This design comes from an exercise in tuning for small area, a short achievable clock period and few clock cycles on the open sky130 flow, not from production work.
Function was checked by simulation only, so behaviour that the tests miss may differ from the original.
No activity file was given, so power comes from the tool's default toggle rates.

==> design/flow/design.v <==
module festy_core (
    input  wire        clk,
    input  wire        rst,
    input  wire        cmd_valid,
    input  wire [31:0] cmd_word,
    input  wire [31:0] arg_base,
    input  wire [31:0] arg_len,
    input  wire        crc_we,
    input  wire [31:0] crc_wdata,
    output reg         busy,
    output reg         done,
    output reg         err,
    output reg         illcmd,
    output reg  [3:0]  errcode,
    output reg  [31:0] errparam,
    output reg  [31:0] result_len,
    output reg  [31:0] crc_reg,
    output reg         ib_re,
    output reg  [24:0] ib_addr,
    input  wire [7:0]  ib_rdata,
    output reg         ob_re,
    output reg         ob_we,
    output reg  [24:0] ob_addr,
    output reg  [7:0]  ob_wdata,
    input  wire [7:0]  ob_rdata
);
    localparam [3:0] E_BTS = 4'd1, E_UNSUP = 4'd2, E_TREE = 4'd3, E_TRAIL = 4'd4,
                     E_TRUNC = 4'd5, E_LEN = 4'd6, E_CRC = 4'd7, E_NOSECT = 4'd8;
    localparam [3:0]
        S_IDLE = 4'd0,
        S_CRC  = 4'd1,    
        S_SCAN = 4'd2,    
        S_HDR  = 4'd3,    
        S_CHK  = 4'd4,    
        S_COPY = 4'd5,    
        S_PRE  = 4'd6,    
        S_PRE2 = 4'd7,    
        S_DEC  = 4'd8,    
        S_END  = 4'd9;    
    reg [3:0]  state;
    reg        isdec;         
    reg        crc_sel;       
    reg [24:0] ra;            
    reg [25:0] rc;            
    reg        dv;            
    reg        cpv;           
    reg [24:0] base;          
    reg [25:0] n;             
    reg [10:0] off;           
    reg [1:0]  k;             
    reg [3:0]  h;             
    reg [10:0] cc;            
    reg [7:0]  src0;
    reg [23:0] outlen;
    reg [7:0]  extra, root;
    reg        lenbad;
    reg [31:0] expcrc;
    reg [31:0] acc;           
    reg [24:0] r0;            
    reg [24:0] q2;            
    reg [8:0]  pcur;          
    reg        pend;          
    reg        pleaf;         
    reg        ovf;           
    reg [24:0] wp;            
    reg [23:0] rem;           
    reg [7:0]  cb;            
    reg [3:0]  ck;            
    reg [7:0]  nb;            
    reg        nv;
    reg        fin;           
    reg [1:0]  cpos;          
    reg [25:0] crem;          
    reg [24:0] fp;            
    reg [1:0]  fk;            
    function [31:0] crc_byte;
        input [31:0] r;
        input [7:0]  b;
        reg   [31:0] w;
        integer i;
        begin
            w = {24'd0, r[7:0] ^ b};
            for (i = 0; i < 8; i = i + 1)
                w = w[0] ? ((w >> 1) ^ 32'hEDB88320) : (w >> 1);
            crc_byte = (r >> 8) ^ w;
        end
    endfunction
    wire cmd_ok = (cmd_word == 32'h1) || (cmd_word == 32'h5) ||
                  (cmd_word == 32'h2) || (cmd_word == 32'h3);
    wire [32:0] arg_end = {1'b0, arg_base} + {1'b0, arg_len};
    wire [7:0] mk = (k == 2'd0) ? 8'h50 : (k == 2'd1) ? 8'h4D : (k == 2'd2) ? 8'h4F : 8'h43;
    wire       mhit = (ib_rdata == mk);
    wire [10:0] off64 = off + 11'd64;
    wire       nxt_ok = (off64 <= 11'd1024) && ({15'd0, off64} + 26'd4 <= n);
    wire       cur_ok = ({15'd0, off} + 26'd4 <= n);
    wire       bit_ok = (ck != 4'd0);
    wire       bit_b  = cb[7];
    wire [7:0] ent    = pleaf ? root : ib_rdata;
    wire [24:0] an    = pleaf ? r0 + {24'd0, bit_b} : q2 + {18'd0, ib_rdata[5:0], bit_b};
    wire [24:0] q2n   = pleaf ? r0 + 25'd2 : q2 + {18'd0, ib_rdata[5:0], 1'b0} + 25'd2;
    wire [8:0] pn     = pleaf ? {3'd0, root[5:0]} + 9'd1 : pcur + {3'd0, ib_rdata[5:0]} + 9'd1;
    wire       last   = pleaf && (rem == 24'd1);
    wire       fvalid = (fk != 2'd0) || (crem >= 26'd8);
    wire       want_f = !nv && !fin;
    wire       dec_go = (state == S_DEC) && pend && !ovf && !last && bit_ok;
    wire       stall  = dec_go && want_f && fvalid;
    wire [7:0]  cdata = (state == S_CRC && crc_sel) ? ob_rdata : ib_rdata;
    wire [31:0] cnext = crc_byte(acc, cdata);
    wire [9:0]  magidx = 10'd6 + {1'b0, extra, 1'b0};
    wire [25:0] crem0  = n - {16'd0, magidx};
    always @(*) begin
        ib_re   = 1'b0;
        ib_addr = ra;
        ob_re   = 1'b0;
        ob_we   = 1'b0;
        ob_addr = wp;
        ob_wdata = ib_rdata;
        case (state)
        S_CRC: begin
            if (rc != 26'd0) begin
                ib_re = !crc_sel;
                ob_re = crc_sel;
                ob_addr = ra;
            end
        end
        S_SCAN: begin
            if (!dv) begin
                ib_re = cur_ok;
            end else if (mhit) begin
                ib_re   = 1'b1;
                ib_addr = (k == 2'd3) ? base + {14'd0, off} + 25'd16 : ra;
            end else begin
                ib_re   = nxt_ok;
                ib_addr = base + {14'd0, off64};
            end
        end
        S_HDR: begin
            ib_re = 1'b1;
        end
        S_COPY: begin
            ib_re = 1'b1;
        end
        S_PRE, S_PRE2: begin
            ib_re   = 1'b1;
            ib_addr = fp;
        end
        S_DEC: begin
            if (!pend) begin
                ib_re   = 1'b1;
                ib_addr = ra;
            end else if (stall) begin
                ib_re   = 1'b1;
                ib_addr = fp;
            end else if (dec_go) begin
                ib_re   = 1'b1;
                ib_addr = an;
            end
        end
        default: ;
        endcase
        if (cpv) ob_we = 1'b1;
        if (state == S_DEC && pend && pleaf && !ovf) ob_we = 1'b1;
    end
    task finish_ok;
        begin
            busy     <= 1'b0;
            done     <= 1'b1;
            err      <= 1'b0;
            state    <= S_IDLE;
        end
    endtask
    task fail;
        input [3:0]  code;
        input [31:0] param;
        begin
            busy       <= 1'b0;
            done       <= 1'b1;
            err        <= 1'b1;
            errcode    <= code;
            errparam   <= param;
            result_len <= 32'd0;
            state      <= S_IDLE;
        end
    endtask
    always @(posedge clk) begin
        if (rst) begin
            state      <= S_IDLE;
            busy       <= 1'b0;
            done       <= 1'b0;
            err        <= 1'b0;
            illcmd     <= 1'b0;
            errcode    <= 4'd0;
            errparam   <= 32'd0;
            result_len <= 32'd0;
            crc_reg    <= 32'hFFFFFFFF;
            dv         <= 1'b0;
            cpv        <= 1'b0;
            pend       <= 1'b0;
            fin        <= 1'b0;
        end else begin
            if (cpv) begin
                acc <= cnext;
                wp  <= wp + 25'd1;
            end
            cpv <= 1'b0;
            fin <= 1'b0;
            if (fin) begin
                nb <= ib_rdata;
                nv <= 1'b1;
            end
            case (state)
            S_IDLE: begin
                if (cmd_valid) begin
                    if (!cmd_ok || arg_end > 33'h2000000) begin
                        illcmd <= 1'b1;
                    end else begin
                        busy     <= 1'b1;
                        done     <= 1'b0;
                        err      <= 1'b0;
                        errcode  <= 4'd0;
                        errparam <= 32'd0;
                        ra       <= arg_base[24:0];
                        base     <= arg_base[24:0];
                        n        <= arg_len[25:0];
                        rc       <= arg_len[25:0];
                        dv       <= 1'b0;
                        off      <= 11'd0;
                        k        <= 2'd0;
                        h        <= 4'd0;
                        wp       <= 25'd0;
                        lenbad   <= 1'b0;
                        crc_sel  <= cmd_word[2];
                        isdec    <= cmd_word[0];
                        case (cmd_word[1:0])
                        2'd1: begin
                            acc   <= crc_reg;
                            state <= S_CRC;
                        end
                        2'd2: state <= S_HDR;
                        default: begin
                            acc   <= 32'hFFFFFFFF;
                            state <= S_SCAN;
                        end
                        endcase
                    end
                end else if (crc_we) begin
                    crc_reg <= crc_wdata;
                end
            end
            S_CRC: begin
                if (dv) acc <= cnext;
                dv <= (rc != 26'd0);
                if (rc != 26'd0) begin
                    ra <= ra + 25'd1;
                    rc <= rc - 26'd1;
                end else begin
                    crc_reg <= dv ? cnext : acc;
                    finish_ok;
                end
            end
            S_SCAN: begin
                if (!dv) begin
                    if (!cur_ok) begin
                        fail(E_NOSECT, 32'd0);
                    end else begin
                        dv <= 1'b1;
                        ra <= base + {14'd0, off} + 25'd1;
                    end
                end else if (mhit) begin
                    k <= k + 2'd1;
                    if (k == 2'd3) begin
                        ra    <= base + {14'd0, off} + 25'd17;
                        n     <= n - {15'd0, off} - 26'd16;
                        base  <= base + {14'd0, off} + 25'd16;
                        dv    <= 1'b1;
                        h     <= 4'd0;
                        state <= S_HDR;
                    end else begin
                        ra <= ra + 25'd1;
                    end
                end else begin
                    k   <= 2'd0;
                    off <= off64;
                    ra  <= base + {14'd0, off64} + 25'd1;
                    if (!nxt_ok) fail(E_NOSECT, 32'd0);
                end
            end
            S_HDR: begin
                dv <= 1'b1;
                ra <= (h == 4'd4 && dv) ? base - 25'd8 : ra + 25'd1;
                if (dv) begin
                    h <= h + 4'd1;
                    case (h)
                    4'd0:  src0 <= ib_rdata;
                    4'd1:  outlen[7:0]   <= ib_rdata;
                    4'd2:  outlen[15:8]  <= ib_rdata;
                    4'd3:  outlen[23:16] <= ib_rdata;
                    4'd4:  extra <= ib_rdata;
                    4'd5:  root  <= ib_rdata;
                    4'd6:  lenbad <= (ib_rdata != outlen[7:0]);
                    4'd7:  lenbad <= lenbad | (ib_rdata != outlen[15:8]);
                    4'd8:  lenbad <= lenbad | (ib_rdata != outlen[23:16]);
                    4'd9:  lenbad <= lenbad | (ib_rdata != 8'd0);
                    4'd10: expcrc[7:0]   <= ib_rdata;
                    4'd11: expcrc[15:8]  <= ib_rdata;
                    4'd12: expcrc[23:16] <= ib_rdata;
                    default: expcrc[31:24] <= ib_rdata;
                    endcase
                    if (h == (isdec ? 4'd13 : 4'd5)) begin
                        dv    <= 1'b0;
                        state <= S_CHK;
                    end
                end
            end
            S_CHK: begin
                if (isdec && (n[25] || n == 26'd0)) begin
                    fail(E_BTS, 32'd0);
                end else if (isdec && src0 != 8'h28) begin
                    fail(E_UNSUP, 32'd0);
                end else if (n[25:3] == 23'd0 && n[2:0] <= 3'd6) begin
                    fail(E_BTS, 32'd0);
                end else if (src0 != 8'h28) begin
                    fail(E_UNSUP, 32'd0);
                end else if (n <= {16'd0, magidx}) begin
                    fail(E_UNSUP, 32'd0);
                end else if (crem0 < 26'd4) begin
                    fail(E_TRUNC, {8'd0, outlen});
                end else begin
                    r0    <= base + 25'd6 + {18'd0, root[5:0], 1'b0};
                    fp    <= base + {15'd0, magidx} + 25'd3;
                    fk    <= 2'd0;
                    crem  <= crem0;
                    rem   <= outlen;
                    ra    <= base - {14'd0, off} - 25'd16;
                    cc    <= off;
                    state <= (isdec && off != 11'd0) ? S_COPY : S_PRE;
                end
            end
            S_COPY: begin
                cc  <= cc - 11'd1;
                ra  <= ra + 25'd1;
                cpv <= 1'b1;
                if (cc == 11'd1) state <= S_PRE;
            end
            S_PRE: begin
                fp    <= fp - 25'd1;
                fk    <= 2'd1;
                state <= S_PRE2;
            end
            S_PRE2: begin
                cb    <= {ib_rdata[6:0], 1'b0};
                ck    <= 4'd7;
                cpos  <= 2'd0;
                nv    <= 1'b0;
                fin   <= 1'b1;
                fp    <= fp - 25'd1;
                fk    <= 2'd2;
                q2    <= r0 + 25'd2;
                ra    <= r0 + {24'd0, ib_rdata[7]};
                pcur  <= {3'd0, root[5:0]} + 9'd1;
                ovf   <= ({3'd0, root[5:0]} + 9'd1) > {1'b0, extra};
                pleaf <= ib_rdata[7] ? root[6] : root[7];
                pend  <= 1'b0;
                state <= S_DEC;
            end
            S_DEC: begin
                if (!pend) begin
                    pend <= 1'b1;
                end else if (ovf) begin
                    fail(E_TREE, 32'd0);
                end else begin
                    if (pleaf) begin
                        acc <= cnext;
                        wp  <= wp + 25'd1;
                        rem <= rem - 24'd1;
                    end
                    if (last) begin
                        state <= S_END;
                    end else if (!bit_ok) begin
                        fail(E_TRUNC, {8'd0, pleaf ? rem - 24'd1 : rem});
                    end else begin
                        q2    <= q2n;
                        ra    <= an;
                        pcur  <= pn;
                        ovf   <= pn > {1'b0, extra};
                        pleaf <= bit_b ? ent[6] : ent[7];
                        pend  <= !stall;
                    end
                end
            end
            S_END: begin
                if ((ck == 4'd8 && cpos == 2'd0) ? (crem != 26'd0) : (crem != 26'd4)) begin
                    fail(E_TRAIL, {6'd0, (ck == 4'd8 && cpos == 2'd0) ? crem : crem - 26'd4});
                end else if (!isdec) begin
                    result_len <= {7'd0, wp};
                    finish_ok;
                end else if (lenbad) begin
                    fail(E_LEN, 32'd0);
                end else begin
                    crc_reg <= acc;
                    if (~acc != expcrc) begin
                        fail(E_CRC, 32'd0);
                    end else begin
                        result_len <= {7'd0, wp};
                        finish_ok;
                    end
                end
            end
            default: state <= S_IDLE;
            endcase
            if (state == S_DEC && pend && !ovf && !last && bit_ok) begin
                cb <= {cb[6:0], 1'b0};
                ck <= ck - 4'd1;
                if (ck == 4'd1) begin
                    if (nv || fin) begin
                        cb   <= nv ? nb : ib_rdata;
                        ck   <= 4'd8;
                        cpos <= cpos + 2'd1;
                        if (cpos == 2'd3) crem <= crem - 26'd4;
                        if (nv) begin
                            nv <= fin;
                        end else begin
                            nv <= 1'b0;
                        end
                    end
                end
            end
            if (stall) begin
                fin <= 1'b1;
                fp  <= (fk == 2'd3) ? fp + 25'd7 : fp - 25'd1;
                fk  <= fk + 2'd1;
            end
        end
    end
endmodule
==> design/flow/run.sh <==
#!/bin/bash
# synth_recipe.tcl (not shown) runs the flow's synth.tcl, then flattens the netlist and writes it again
# the make line also repeats each setting of config.mk as NAME=value (left out here)
make -C /OpenROAD-flow-scripts/flow DESIGN_CONFIG=/design/flow/config.mk WORK_HOME=/design/flow/orfs CLKGATE_MAP_FILE= SYNTH_SCRIPT=/design/flow/synth_recipe.tcl finish
==> design/flow/config.mk <==
export PLATFORM = sky130hd
export DESIGN_NAME = festy_core
export DESIGN_NICKNAME = festy_core
export VERILOG_FILES = /design/flow/design.v
export SDC_FILE = /design/flow/constraint.sdc
export NUM_CORES = 4
export LEC_CHECK = 0
export CAP_MARGIN = 20
export CORE_MARGIN = 2
export CORE_UTILIZATION = 40
export PLACE_DENSITY = 0.6
export SLEW_MARGIN = 20
==> design/flow/constraint.sdc <==
create_clock -name core_clock -period 10.0 [get_ports {clk}]
set_input_delay 2.0000 -clock core_clock [delete_from_list [all_inputs] [get_ports {clk}]]
set_output_delay 2.0000 -clock core_clock [all_outputs]
set_load 0.01 [all_outputs]
==> results.yml <==
global_route:
  met1_usage_pct: 48.0
  grt_pass1_vias: 41400
  globalRoute.busiestLayer: "met1"
  globalRouteMet3Util_pct: 7.41
  grtUsageTotal_pct: 33.5
  grt.overflow.total: 0
  grt_util_met2_pct: 47.3
  antenna_found_initial: 11
  grt_first_pass_wirelength_mm: 289
  grt_max_degree: 85
sta:
  relSlewSlack_pct: 22.2
  drv_slew: 0
  fmax_mhz: 118
  worst_pin_slew_ns: 1.16
  min_period_over_period_pct: 84.6
  rsz0062_at_grt: "no"
  period_needed_ns: 8.46
  fin_ws_ns: 1.54
  finClkSkew_ns: 0.0457
  finalSetupViolCount: 0
  hold_slack_ns: 0.479
  setup-tns-final_ns: 0
  hold_viol: 0
drt:
  wire_per_inst_um: 28.8
  drt_iter0_drc: 6986
  ant_nets: 0
  num_vias: 45500
  drt_wl_total_mm: 202
  vias_per_cell: 6.46
  first_pass_iters: 9
  post-route-drc-count: 0
synthesis:
  synth.top_cells.by_area: "edfxtp_1, xnor2_1, ha_1, nand2_1, dfxtp_1"
  synth_top_cell_area_share_pct: 28.3
  syn_inst: 5344
  synthAdderAreaFrac_pct: 6.23
  syn_avg_cell_area_um2: 8.44
  synth_cell_types: 103
  ys_warn_count: 1
  synth-edff-count: 425
  synth_top_area_cell: "edfxtp_1"
  synth_top_family_by_area: "compound AO/OA/AOI/OAI gates"
  synth_xor_area_share_pct: 11.8
  synth_compound_area_share_pct: 21.7
  synthFlopType: "edfxtp_1"
  ys_async_sr_fraction_pct: 0
  yosysMostFrequentCell: "nand2_1"
  synthMuxAreaShare_pct: 2.85
  ys_seq_elements: 524
  synth-simple-area-share_pct: 19.9
  seq_area_frac_synth_pct: 32.7
  synth_common_cells: "nand2_1, nor2_1, edfxtp_1"
  synth_area_um2: 45100
cts:
  numCtsBuffers: 67
  cts.path.max_buffers: 3
  ctsResizeCount: 0
  cts-root-buf: "clkbuf_16"
  cts_setup_buffers: 0
  clock-sinks: 524
  htree_levels: 3
  tritoncts: "done"
  clock_latency_ns: 0.67
  path_clk_slew_ns: 0.06
  hold_buffers: 0
floorplanning:
  die_h_um: 340
  core_um2: 112000
  die-width_um: 340
  rows: 123
  dieArea_um2: 116000
  start_util_pct: 40.2
  ios: 313
critical_path:
  startpoint_type: "primary input"
  worst-setup-path-type: "primary input to output pin"
  r2r_cells: 16
  endpoint_kind: "output pin"
  cp.arrival_ns: 6.46
  critPathMaxFanout: 13
  cp_data_required_time_ns: 8.00
  r2r_setup_slack_ns: 3.78
pwr:
  p_switching_mw: 1.55
  p_leak_nw: 18.2
  ir_drop_uv: 115
  power_density_nw_per_um2: 109
  switching_share_pct: 27.4
  pwr-share-clk_pct: 44.7
  p_int_mw: 4.11
  combPwrFrac_pct: 12.3
  seq_power_share_pct: 43.0
hold_path:
  hold_depth: 2
  hp-class: "flop to flop"
outcome:
  status: "timing/DRC/antenna clean"
placement:
  pre_cts_ws_ns: 1.72
  gp_congestion: 1.06
  port_buffers: 299
  dp.cells: 6904
  dp_hpwl_mm: 153
cells_and_area:
  syn2layout_area_growth_pct: 14.7
  final_util_pct: 46.1
  final_cells: 7032
  drive_gt1_share_pct: 6.97
  fillers: 11000
  layout.nets: 5839
run:
  maxCapViolCount: 0
[worst max-delay path: stages]
cell and delay (ns):
clkdlybuf4s50_1 0.57, buf_4 0.28, ha_1 0.34, nand3_1 0.14, a21oi_1 0.10, o211ai_1 0.54, and2_1 0.37, nor2_1 0.09
xnor2_1 0.14, mux2i_1 0.14, a22o_1 0.26, a222oi_1 0.50, o21ai_0 0.40, clkdlybuf4s50_1 0.58
[worst paths after layout]
path            endpoint   startpoint
min reg2reg         busy         busy
max reg2reg  errparam[2]     extra[0]
min                 busy         busy
max          ib_addr[10]  ib_rdata[2]
[layout make-up]
class | count | area, um2 | share of cell area (%)
diodes | 5 | 12.5 | 0.0242
clock buffers | 90 | 1900 | 3.67
clock inverters | 32 | 318 | 0.614
inverters | 193 | 727 | 1.40
multi-input cells | 4281 | 28400 | 54.8
flip-flops and latches | 524 | 14700 | 28.5
well taps | 1500 | 1880 | 3.63
repair buffers | 407 | 3800 | 7.35
[kinds of logic (layout without fill, tap and decap cells)]
logic type,Yosys count,count (layout)
compound gates,1476,1476
fa+ha+maj,217,217
buf+inv,551,722
other cells,1,18
simple gates,1859,1859
flops,524,524
mux,120,120
xor+xnor,596,596
[cell usage in the layout (no fill, tap or decap), types with 94 or more instances in the layout]
master / n
ha_1: 204
nor3_1: 140
xnor2_1: 368
clkdlybuf4s50_1: 298
inv_1: 189
nand3_1: 155
buf_4: 108
o21ai_0: 353
nor2_1: 472
edfxtp_1: 425
xor2_1: 219
nand2_1: 544
a21oi_1: 356
dfxtp_1: 97
nor4_1: 94
[power by group through the flow]
stage                     clock network, mW  registers (mW)  logic [mW]
after global routing                   2.63            2.43       0.739
after CTS                              2.54            2.43       0.679
after detailed placement                  0            2.47       0.675
final                                  2.53            2.43       0.697
after floorplan                           0            2.45       0.412
after global placement                    0            2.47       0.671
[per-stage QoR]
step	cell area [um2]	power [mW]
2_1_floorplan	45200	2.87
3_3_place_gp	49500	3.15
3_5_place_dp	49500	3.15
4_1_cts	51700	5.65
5_1_grt	51700	5.80
6_report	51700	5.66
[layer usage]
metal,share of wire [%],wire [um],vias to the layer above
met5,0.022,45,-
met4,5.6,11200,6
met3,12,24500,472
met2,40,81700,3021
met1,42,84800,21900
li1,-,-,20000
Testbench counts, summed over its fixed seeds: cycles 263,087.

==> static timing again, ports no longer ideal <==
No port has a modelled driver above. Below, the same layout with a new extraction and two added sets of constraints. Step 1 (the two cells are an assumption about what drives the block):
set clk [get_ports {clk}]
set_driving_cell -lib_cell sky130_fd_sc_hd__clkbuf_16 $clk
set_driving_cell -lib_cell sky130_fd_sc_hd__buf_2 [delete_from_list [all_inputs] $clk]
Step 2 times the ports against the registers' clock, not the clock port: input delays grow and output delays shrink by t, the midpoint of the rising clock arrivals with the driver on. Slacks: ideal ports / drivers / drivers and shift; pairs: ideal ports / drivers.
shift t [ns]: 0.730
setup slack, ns: 1.535 / 1.511 / 1.511
worst register clock-pin slew, ns: 0.07 / 0.07
worst data-port slew with drivers (ns): 0.13
pins driven straight from the clock port: 1
After both steps setup and hold are still met in this run. The setup slack of this run moves by -0.024 ns with the drivers and by -0.024 ns with both steps.
